Background: an optimization exercise with open tools, aiming at small area, a short achievable clock period and few clock cycles. Do not read the settings as production practice. Only simulation tests tie the RTL to the original design; equivalence was not proved.

old:
## cm11a_ctrl
module cm11a_ctrl (
  input  wire         clk,
  input  wire         rst,
  input  wire         open_ok,
  input  wire         in_valid,
  output wire         in_ready,
  input  wire [1:0]   in_kind,
  input  wire [7:0]   in_op,
  input  wire [7:0]   in_n,
  input  wire [127:0] in_data,
  output reg          tx_valid,
  input  wire         tx_ready,
  output reg  [7:0]   tx_data,
  output reg          hr_valid,
  input  wire         hr_ready,
  output reg  [1:0]   hr_kind,
  output reg  [7:0]   hr_val,
  output reg          ev_valid,
  input  wire         ev_ready,
  output reg  [3:0]   ev_type,
  output reg  [7:0]   ev_a,
  output reg  [7:0]   ev_b,
  output reg  [7:0]   ev_c,
  output reg  [7:0]   ev_d
);
Size in the first run: about 210 I/O pins, ~37000 µm² of cells after synthesis.
make LEC_CHECK=0 CAP_MARGIN=20 CORE_MARGIN=2 CORE_UTILIZATION=40 PLACE_DENSITY=0.6 SETUP_SLACK_MARGIN=4.5 SLEW_MARGIN=20 TNS_END_PERCENT=100 finish   # period 8.0 ns
run.sh (not shown) runs the stock make flow with config.mk's settings and CLKGATE_MAP_FILE= SYNTH_SCRIPT=/design/flow/synth_recipe.tcl, a recipe that flattens the netlist after the stock synthesis.
Testbench counts of old, summed over its fixed seeds: cycles 5,576.
Input changes introduced in new (baseline for comparison: old):
-- flow/design.v --
<<< old, line 144
  reg         c_lenbad;      
  reg         c_host;        
  integer i;
  wire busy_tx = tx_act;
  wire busy_ev = et_busy;
  wire rooms   = !txs_valid && !hrs_valid && !evs_valid;
  wire accept  = c_valid && !boot_pend && rooms &&
                 (!busy_tx || c_kind == K_HOST) && (!busy_ev || c_host);
  assign in_ready = !c_valid || accept;
  reg [7:0]  k_need;
>>> new, line 144
  reg         c_lenbad;      
  reg         c_host;        
  reg         c_kh;          
  reg         rdy0;          
  integer i;
  wire busy_tx = tx_act;
  wire busy_ev = et_busy;
  wire accept  = c_valid && rdy0 && (!busy_tx || c_kh) && (!busy_ev || c_host);
  assign in_ready = !c_valid || accept;
  reg [7:0]  k_need;
<<< old, line 180
    if (rst) c_valid <= 1'b0;
    else if (in_ready) c_valid <= in_valid;
  end
  always @(posedge clk) begin
>>> new, line 180
    if (rst) c_valid <= 1'b0;
    else if (in_ready) c_valid <= in_valid;
  end
  always @(posedge clk) begin
    if (rst) rdy0 <= 1'b0;
    else     rdy0 <= !(tx_valid && !tx_ready) && !(hr_valid && !hr_ready) &&
                     !(ev_valid && !ev_ready);
  end
  always @(posedge clk) begin
<<< old, line 227
      c_lenbad  <= (in_data[7:0] < 8'd2) || (in_data[7:0] > 8'd9);
      c_host    <= (in_kind == K_HOST && in_op != OP_QUERY);
    end
  end
>>> new, line 232
      c_lenbad  <= (in_data[7:0] < 8'd2) || (in_data[7:0] > 8'd9);
      c_host    <= (in_kind == K_HOST && in_op != OP_QUERY);
      c_kh      <= (in_kind == K_HOST);
    end
  end
<<< old, line 329
                   (p_res && hs && l_rdy && qnz && !cp_valid);
  wire n_hold    = start ? 1'b0 : cand ? 1'b1 : rel ? 1'b0 : hold;
  wire        sh_empty = q_push && (nops == 4'd0);
  wire [1:0]  s_kind   = q_shift ? qk[1] : sh_empty ? w_kind : qk[0];
  wire [7:0]  s_b0     = q_shift ? qpay[8*8 +: 8] : sh_empty ? w_pay[7:0] : qpay[7:0];
  wire [2:0]  s_lm     = q_shift ? qlm[1] : sh_empty ? w_lm : qlm[0];
  wire [2:0]  s_sub    = (q_shift || sh_empty) ? 3'd0 : q_sub ? hsub + 3'd1 : hsub;
  wire        s_addr   = (s_kind == Q_ADDR);
  wire [7:0]  s_first  = s_addr ? 8'h04 : s_b0;
>>> new, line 335
                   (p_res && hs && l_rdy && qnz && !cp_valid);
  wire n_hold    = start ? 1'b0 : cand ? 1'b1 : rel ? 1'b0 : hold;
  wire        s_fail   = xc && (retry == 2'd3);
  wire        s_next   = s_fail && !pop_sub;        
  wire        s_new    = !s_fail && (nops == 4'd0);
  wire [1:0]  s_kind   = s_next ? qk[1] : s_new ? w_kind : qk[0];
  wire [7:0]  s_b0     = s_next ? qpay[8*8 +: 8] : s_new ? w_pay[7:0] : qpay[7:0];
  wire [2:0]  s_lm     = s_next ? qlm[1] : s_new ? w_lm : qlm[0];
  wire [2:0]  s_sub    = (s_next || s_new) ? 3'd0 : s_fail ? hsub + 3'd1 : hsub;
  wire        s_addr   = (s_kind == Q_ADDR);
  wire [7:0]  s_first  = s_addr ? 8'h04 : s_b0;
==> comparison <==
- new went all the way through the flow, and no timing, DRC or antenna check failed.
- old vs new, start point of the critical path: c_kind[1] vs in_data[4]
- Wire length on met3, old and new, higher one = new.
- Going from old to new, minimum setup slack in the final design higher; total number of clock tree sinks roughly the same; synthesized cell count higher.
- Sort old and new by met2 global-route usage, ascending, and new comes first.
- Measured against each other, old and new differ in post-route fraction of the period consumed by the critical path, the lower figure coming from new.
Testbench counts of new, summed over its fixed seeds: cycles 5,576.

-- separate check: timing with driven ports --
The flow's constraints put no driver on any port. The routed layouts listed below were extracted and timed again, unchanged, in two steps.
Step 1 sets driving cells, clkbuf_16 on the clock port and buf_2 on the other inputs (assumed; they add their load-dependent delay and slew).
Step 2 adds t to the input delays and takes it off the output delays; t is the mean of the earliest and latest rising clock arrival at the registers after step 1. Input paths then give back, and output paths get back, about the clock's delay inside the block.
Slacks: no drivers / after step 1 / after step 2; pairs: no drivers / after step 1.
| run | t (ns) | setup slack, ns | worst setup path after step 2 | worst slew at a driven data input, ns | cell pins on the clock port's net |
|---|---|---|---|---|---|
| old | 0.712 | 4.316 / 4.248 / 3.868 | input to register | 0.06 | 1 |
| new | 0.709 | 4.441 / 4.487 / 3.778 | input to register | 0.06 | 1 |
After both steps every run listed still meets setup and hold. For new, which loses most, drivers alone change the setup slack by +0.046 ns; drivers and shift together by -0.663 ns.
